Source: an optimization exercise on an open RTL-to-GDS flow (aim: small area). Production flows keep margins and buffers that such runs may drop.
Function was checked by simulation only, so behaviour that the tests miss may differ from the original.
No activity file was given, so power comes from the tool's default toggle rates.

build 69:
==> flow/design.v (excerpt) <==
module ir_pulse_encoder (
    input  wire        clk,
    input  wire        rst,           
    input  wire        cmd_valid,
    output wire        cmd_ready,
    input  wire [31:0] cmd_data,
    output wire        rsp_valid,
    output wire [2:0]  rsp_code,
    output wire        pay_req,
    output wire [15:0] pay_addr,
    input  wire        pay_ack,
    input  wire [7:0]  pay_data,
    output wire        drv_valid,
    output wire [31:0] drv_q0,
    output wire [31:0] drv_q1,
    output wire [31:0] drv_q2,
    input  wire        drv_done,
    input  wire        drv_fault
);
For scale: about 290 flip-flops, ~170 I/O pins, roughly 9100 µm² of cells after synthesis.
export LEC_CHECK = 0
export CAP_MARGIN = 20
export CORE_MARGIN = 2
export CORE_UTILIZATION = 40
export PLACE_DENSITY = 0.6
export SLEW_MARGIN = 20
create_clock -name core_clock -period 5.0 [get_ports {clk}]
standard.sh (not shown) runs the stock make flow with config.mk's settings and CLKGATE_MAP_FILE= SYNTH_SCRIPT=/design/flow/synth_recipe.tcl, a recipe that flattens the netlist after the stock synthesis.
==> flow/flow/run.sh <==
#!/bin/bash
# Own layout flow: the standard ORFS flow (standard.sh: unchanged
# synthesis, floorplan, power grid, placement and routing) with these knobs:
#  - the port buffers are the smallest buffer, sky130_fd_sc_hd__buf_1;
#  - constant outputs share one tie cell (no tie fanout repair);
#  - the clock tree uses one clock buffer type on clusters of flip-flops and
#    no dummy loads;
#  - after global routing, cells on paths with slack are sized down
#    (RECOVER_POWER).
# The make output goes to standard_flow.log; each ORFS step keeps its own
# log under orfs/logs/.
set -euo pipefail
CTS="-sink_clustering_enable -repair_clock_nets -dont_use_dummy_load"
CTS="$CTS -buf_list sky130_fd_sc_hd__clkbuf_8"
CTS="$CTS -sink_clustering_size 20 -sink_clustering_max_diameter 50"
bash standard.sh "BUFFER_PORTS_ARGS=-buffer_cell sky130_fd_sc_hd__buf_1" \
    "SKIP_REPAIR_TIE_FANOUT=1" "RECOVER_POWER=100" \
    "CTS_ARGS=$CTS" finish > standard_flow.log 2>&1
The final report for build 69 shows a completed flow and a layout that fails verification, specifically capacitance limit, slew limit.
## Diff of input files: build 15 against build 69
==> flow/flow/run.sh <==
#!/bin/bash
# Own layout flow: the standard ORFS flow (standard.sh, unchanged
# synthesis, floorplan, power grid, placement and routing) with two knobs:
#  - the port buffers are the smallest buffer, sky130_fd_sc_hd__buf_1;
#  - the clock tree uses clkbuf_8 cells on clusters of flip-flops and no
#    dummy loads.
# The make output goes to standard_flow.log; each ORFS step keeps its own
# log under orfs/logs/.
set -euo pipefail
CTS="-sink_clustering_enable -repair_clock_nets -dont_use_dummy_load"
CTS="$CTS -buf_list sky130_fd_sc_hd__clkbuf_8"
CTS="$CTS -sink_clustering_size 20 -sink_clustering_max_diameter 50"
bash standard.sh "BUFFER_PORTS_ARGS=-buffer_cell sky130_fd_sc_hd__buf_1" \
    "CTS_ARGS=$CTS" finish > standard_flow.log 2>&1
Findings:
Looking at the reports, build 15 completed the entire flow and the layout it produced met the timing, DRC and antenna checks.
Finished, but not clean: build 69, with capacitance limit, slew limit.
[build 15 vs build 69] via count of the first global-routing pass: lower in build 15
Of build 69 and build 15, build 69 shows the higher internal power of the cells, with build 15 below it.
The utilization of build 15 is higher than that of build 69.
Compared with build 69, build 15 shows a higher synthesis-to-layout area growth.
Changes in build 63 relative to build 15:
==> flow/flow/run.sh <==
#!/bin/bash
# Own layout flow: the standard ORFS flow (standard.sh: unchanged
# synthesis, floorplan, power grid, placement and routing) with these knobs:
#  - the port buffers are the smallest buffer, sky130_fd_sc_hd__buf_1;
#  - constant outputs share one tie cell (no tie fanout repair);
#  - the clock tree uses one clock buffer type on clusters of flip-flops and
#    no dummy loads;
#  - after global routing, cells on paths with slack are sized down
#    (RECOVER_POWER).
# The make output goes to standard_flow.log; each ORFS step keeps its own
# log under orfs/logs/.
set -euo pipefail
CTS="-sink_clustering_enable -repair_clock_nets -dont_use_dummy_load"
CTS="$CTS -buf_list sky130_fd_sc_hd__clkbuf_16"
CTS="$CTS -sink_clustering_size 40 -sink_clustering_max_diameter 80"
bash standard.sh "BUFFER_PORTS_ARGS=-buffer_cell sky130_fd_sc_hd__buf_1" \
    "SKIP_REPAIR_TIE_FANOUT=1" "RECOVER_POWER=100" \
    "CTS_ARGS=$CTS" finish > standard_flow.log 2>&1
Findings:
The flow completed for build 63, but it is not clean: the layout still shows capacitance limit, slew limit.
From build 15 to build 63 the numbers moved as follows: period utilization higher; count of flip-flops with a built-in enable after synthesis roughly the same; total routed wirelength roughly the same.
Relative to build 15, the register-to-register slack of build 63 is lower by 0.74 ns.
| CTS buffer count | build 63 vs build 15 | 10 lower |
Changes observed in build 63 relative to build 15: synthesized-area fraction occupied by xor and xnor cells roughly the same; cell area -120 µm²; routed length per instance now sits higher.

========
ir_pulse_encoder, a different RTL version from the one above (not shown whole).
For scale: roughly 290 flip-flops, about 8400 um^2 of cells after synthesis.
export LEC_CHECK = 0
export CAP_MARGIN = 20
export CORE_MARGIN = 2
export CORE_UTILIZATION = 80
export PLACE_DENSITY = 0.88
export SLEW_MARGIN = 20
create_clock -name core_clock -period 5.0 [get_ports {clk}]
==> flow/flow/run.sh <==
#!/bin/bash
# Own layout flow: the standard ORFS flow (standard.sh, with the standard flow's
# synthesis script synth_recipe.tcl, floorplan, power grid, placement and
# routing) with these knobs:
#  - ABC maps the logic with an area-oriented script (flow/abc_map.script:
#    &nf with a relaxed delay target) instead of ORFS's delay-oriented
#    abc_speed.script. ORFS picks the script from $SCRIPTS_DIR, so the flow
#    runs on a copy of ORFS's scripts folder in which only abc_speed.script
#    is replaced. Registers are mapped before ABC runs and are untouched.
#    A register Yosys leaves unnamed gets a numbered name that depends on the
#    cell count, so the flow first runs the standard synthesis unchanged and
#    gives each register its name from there (flow/match_names.py);
#  - the port buffers are the smallest buffer, sky130_fd_sc_hd__buf_1;
#  - constant outputs share one tie cell (no tie fanout repair);
set -euo pipefail
here=$(pwd)
results="$here/orfs/results/$FLOW_PLATFORM/ir_pulse_encoder/base"

# reference: the standard synthesis, for the register names
bash standard.sh synth > standard_synth.log 2>&1
cp "$results/1_2_yosys.v" "$here/reference_yosys.v"
rm -rf "$here/orfs"

rm -rf "$here/orfs_scripts"
cp -r --preserve=mode "$FLOW_HOME/scripts" "$here/orfs_scripts"
cp "$here/flow/abc_map.script" "$here/orfs_scripts/abc_speed.script"
CTS="-sink_clustering_enable -repair_clock_nets -dont_use_dummy_load"
CTS="$CTS -buf_list sky130_fd_sc_hd__clkbuf_4"
CTS="$CTS -sink_clustering_size 10 -sink_clustering_max_diameter 35"
knobs=("SCRIPTS_DIR=$here/orfs_scripts"
       "BUFFER_PORTS_ARGS=-buffer_cell sky130_fd_sc_hd__buf_1"
       "SKIP_REPAIR_TIE_FANOUT=1"
       "CTS_ARGS=$CTS")

bash standard.sh "${knobs[@]}" "$results/1_2_yosys.v" > standard_flow_synth.log 2>&1
python3 "$here/flow/match_names.py" "$here/reference_yosys.v" "$results/1_2_yosys.v" > match_names.log 2>&1
bash standard.sh "${knobs[@]}" finish > standard_flow.log 2>&1
==> flow/flow/abc_map.script <==
&get -n
&st
&dch
&nf -R 1000
&st
&dch
&nf -R 1000 -p
&put
Other scripts of this flow, unchanged in this note and not shown: flow/flow/match_names.py
Next try:
==> flow/flow/abc_map.script (replaced) <==
&get -n
&st
&dch
&nf -R 1000 -C 32 -F 8
&st
&dch
&nf -R 1000 -p -C 32 -F 8
&put
- CORE_UTILIZATION: 80 -> 65
- PLACE_DENSITY: 0.88 -> 0.75
After rerunning:
- fmax is higher by 5.9%
- hold slack gets worse by 0.041 ns
- design area hardly moves
- via count goes down by 10%
- wire length falls by 20%
- sequential cell count does not change
- worst setup slack gets better by 0.24 ns
- die area is higher by 22%

========
Starting RTL as in the previous note.
clock: 5.0 ns
lec_check: 0
cap_margin: 20
core_margin: 2
core_utilization: 65
place_density: 0.75
slew_margin: 20
==> flow/flow/abc_map.script <==
&get -n
&st
&dch
&nf -R 1000
&st
&dch
&nf -R 1000 -p
&put
Scripts as last shown in full above: flow/flow/run.sh
Other scripts of this flow, unchanged in this note and not shown: flow/flow/match_names.py
Edit:
==> flow/flow/abc_map.script (replaced) <==
&get -n
&st
&b
&dch
&nf -R 1000
&st
&dch
&nf -R 1000 -p
&put
Outcome:
- area after synthesis stays flat
- power goes up by about 0.9%
- wire length goes up by about 1.5%
- core utilization goes up by 0.25 points

========
Setup of JK:
Another version of the RTL of ir_pulse_encoder (not shown whole).
Size in the first run: about 650 cells after synthesis, about 290 flip-flops, roughly 170 I/O pins, about 0.0085 mm² of cells after synthesis.
// ir_pulse_encoder
module ir_pulse_encoder (
    input  wire        clk,
    input  wire        rst,           
    input  wire        cmd_valid,
    output wire        cmd_ready,
    input  wire [31:0] cmd_data,
    output wire        rsp_valid,
    output wire [2:0]  rsp_code,
    output wire        pay_req,
    output wire [15:0] pay_addr,
    input  wire        pay_ack,
    input  wire [7:0]  pay_data,
    output wire        drv_valid,
    output wire [31:0] drv_q0,
    output wire [31:0] drv_q1,
    output wire [31:0] drv_q2,
    input  wire        drv_done,
    input  wire        drv_fault
);
export LEC_CHECK = 0
export CAP_MARGIN = 20
export CORE_MARGIN = 2
export CORE_UTILIZATION = 65
export PLACE_DENSITY = 0.75
export SLEW_MARGIN = 20
create_clock -name core_clock -period 5.0 [get_ports {clk}]
==> flow/flow/run.sh <==
#!/bin/bash
# Own layout flow: the standard ORFS flow (standard.sh, with the standard flow's
# synthesis script synth_recipe.tcl, floorplan, power grid, placement and
# routing) with these knobs:
#  - ABC maps the logic with an area-oriented script (flow/abc_map.script:
#    &nf with a relaxed delay target) instead of ORFS's delay-oriented
#    abc_speed.script. ORFS picks the script from $SCRIPTS_DIR, so the flow
#    runs on a copy of ORFS's scripts folder in which only abc_speed.script
#    is replaced. Registers are mapped before ABC runs and are untouched;
#  - the port buffers are the smallest buffer, sky130_fd_sc_hd__buf_1;
#  - constant outputs share one tie cell (no tie fanout repair);
#  - the clock tree uses one clock buffer type on clusters of flip-flops and
#    no dummy loads.
# The make output goes to standard_flow.log; each ORFS step keeps its own
# log under orfs/logs/.
set -euo pipefail
here=$(pwd)
rm -rf "$here/orfs_scripts"
cp -r --preserve=mode "$FLOW_HOME/scripts" "$here/orfs_scripts"
cp "$here/flow/abc_map.script" "$here/orfs_scripts/abc_speed.script"
CTS="-sink_clustering_enable -repair_clock_nets -dont_use_dummy_load"
CTS="$CTS -buf_list sky130_fd_sc_hd__clkbuf_4"
CTS="$CTS -sink_clustering_size 10 -sink_clustering_max_diameter 35"
bash standard.sh "SCRIPTS_DIR=$here/orfs_scripts" \
    "BUFFER_PORTS_ARGS=-buffer_cell sky130_fd_sc_hd__buf_1" \
    "SKIP_REPAIR_TIE_FANOUT=1" \
    "CTS_ARGS=$CTS" finish > standard_flow.log 2>&1
==> flow/flow/abc_map.script <==
&get -n
&st
&dch
&nf -R 1000 -p
&put
JK was carried through to the last stage, and its layout satisfied the timing, DRC and antenna checks.
The following lists how MS was set up differently from JK:
Settings: PLACE_DENSITY now 0.6, was 0.75; CORE_UTILIZATION now 40, was 65.
==> flow/flow/run.sh <==
#!/bin/bash
# Own layout flow: the standard ORFS flow (standard.sh: unchanged
# synthesis, floorplan, power grid, placement and routing) with these knobs:
#  - the port buffers are the smallest buffer, sky130_fd_sc_hd__buf_1;
#  - constant outputs share one tie cell (no tie fanout repair);
#  - the clock tree uses one clock buffer type on clusters of flip-flops and
#    no dummy loads.
# The make output goes to standard_flow.log; each ORFS step keeps its own
# log under orfs/logs/.
set -euo pipefail
CTS="-sink_clustering_enable -repair_clock_nets -dont_use_dummy_load"
CTS="$CTS -buf_list sky130_fd_sc_hd__clkbuf_4"
CTS="$CTS -sink_clustering_size 10 -sink_clustering_max_diameter 35"
bash standard.sh "BUFFER_PORTS_ARGS=-buffer_cell sky130_fd_sc_hd__buf_1" \
    "SKIP_REPAIR_TIE_FANOUT=1" \
    "CTS_ARGS=$CTS" finish > standard_flow.log 2>&1
removed: flow/flow/abc_map.script
When MS is set beside JK, its synthesized cell count turns out to be 12% larger.
Having completed the whole flow, MS delivered a layout that passed the timing, DRC and antenna checks.
MS: floorplan die height higher than JK
Compared with JK, in MS total placed instance area grew by 470 µm², total placed cells including tap cells grew by 157.
JK was smaller in final cell area than MS.
Utilization, JK and MS: larger value in JK
The cell with the biggest individual delay on the critical path comes out nor2_1 in one run and or2_2 in the other, namely in JK and MS respectively.
Relative to MS, the following input files were edited for AL:
diff --git a/flow/flow/run.sh b/flow/flow/run.sh
--- a/flow/flow/run.sh
+++ b/flow/flow/run.sh
@@ -7 +7 @@
-#    no dummy loads.
+#    no dummy loads;
### Flow results
- Having completed the whole flow, AL delivered a layout that passed the timing, DRC and antenna checks.
- Area of all placed cells without fillers came out exactly the same in AL and MS.
- Diff AL..MS | sequential cell count | negligible
- ~same combinational share of power in AL and MS
- Delta (AL minus MS): tap cell count closely matched the old numbers; multi-input combinational cell count closely matched the old numbers; internal portion of total power closely matched the old numbers; clock buffer count closely matched the old numbers.
- Re transition time at the pin with the least slew margin: no difference whatsoever between MS and AL.
Input changes introduced in TR (baseline for comparison: AL):
Settings: CORE_UTILIZATION now 80, was 40; PLACE_DENSITY now 0.88, was 0.6.
diff --git a/flow/flow/run.sh b/flow/flow/run.sh
--- a/flow/flow/run.sh
+++ b/flow/flow/run.sh
@@ -7 +7 @@
-#    no dummy loads;
+#    no dummy loads.
==> summary.txt <==
- TR ends up with higher total net switching power than AL does.
- Going from AL to TR, total power consumption of the routed design now sits higher, per-cell via count in the routed design shows an increase of 30%, portion of total power attributed to sequential cells climbed 0.3 points, largest vdd supply drop went up by about 120%, register-to-register slack went down by 0.20 ns.
- For TR, the critical path's slowest cell was or4_1, unlike AL, where it was or2_2.
- In the metrics for TR and AL, the one carrying the lower number of non-clock buffers is AL.
- [compare] base=AL new=TR: final setup slack of the worst path moved up, multi-input combinational area share moved up.
- Relative to AL, TR degrades minimum hold slack.
--- input diff TR..PW ---
Settings: swapping 0.88 for 0.6 in PLACE_DENSITY; swapping 80 for 40 in CORE_UTILIZATION.
diff --git a/flow/flow/run.sh b/flow/flow/run.sh
--- a/flow/flow/run.sh
+++ b/flow/flow/run.sh
@@ -7 +7 @@
-#    no dummy loads.
+#    no dummy loads;
@@ -12,2 +12,2 @@
-CTS="$CTS -buf_list sky130_fd_sc_hd__clkbuf_4"
-CTS="$CTS -sink_clustering_size 10 -sink_clustering_max_diameter 35"
+CTS="$CTS -buf_list sky130_fd_sc_hd__clkbuf_8"
+CTS="$CTS -sink_clustering_size 22 -sink_clustering_max_diameter 60"
| share of the clock period used by the worst path | lower: TR |. Between TR and PW, the final cell count is lower for TR. Setup slack: PW < TR.

[what the ideal ports hide]
The results above use ideal ports. As a check the final layouts listed here were re-extracted and re-timed, cells and wires unchanged. Step 1 sets driving cells, clkbuf_16 on the clock port and buf_2 on the other inputs (assumed; they add their load-dependent delay and slew). Step 2 times the ports against the registers' clock, not the clock port: input delays grow and output delays shrink by t, the midpoint of the rising clock arrivals with the driver on. a / b / c = ideal ports / drivers / drivers and shift; a / b = the first two.
| run | shift t [ns] | setup WS [ns] | clock arrival spread, ns | worst data-port slew with drivers (ns) |
|---|---|---|---|---|
| build 69 | 0.566 | 0.872 / 0.831 / 1.028 | 0.075 / 0.074 | 0.09 |
| build 15 | 0.552 | 1.516 / 1.477 / 1.764 | 0.048 / 0.048 | 0.08 |
| build 63 | 0.508 | 1.107 / 1.107 / 1.107 | 0.069 / 0.069 | 0.09 |
| the first run of note 2 | 0.591 | 0.717 / 0.677 / 1.020 | 0.070 / 0.069 | 0.04 |
| the second run of note 2 | 0.610 | 0.956 / 0.918 / 1.462 | 0.096 / 0.096 | 0.04 |
| the first run of note 3 | 0.607 | 0.753 / 0.717 / 1.303 | 0.086 / 0.085 | 0.04 |
| the second run of note 3 | 0.609 | 1.125 / 1.089 / 1.417 | 0.105 / 0.104 | 0.06 |
| JK | 0.635 | 1.299 / 1.265 / 1.530 | 0.069 / 0.069 | 0.04 |
| MS | 0.637 | 1.160 / 1.121 / 1.759 | 0.067 / 0.067 | 0.04 |
| AL | 0.637 | 1.160 / 1.121 / 1.759 | 0.067 / 0.067 | 0.04 |
| TR | 0.621 | 1.238 / 1.203 / 1.632 | 0.100 / 0.100 | 0.05 |
| PW | 0.546 | 1.224 / 1.183 / 1.730 | 0.040 / 0.041 | 0.04 |
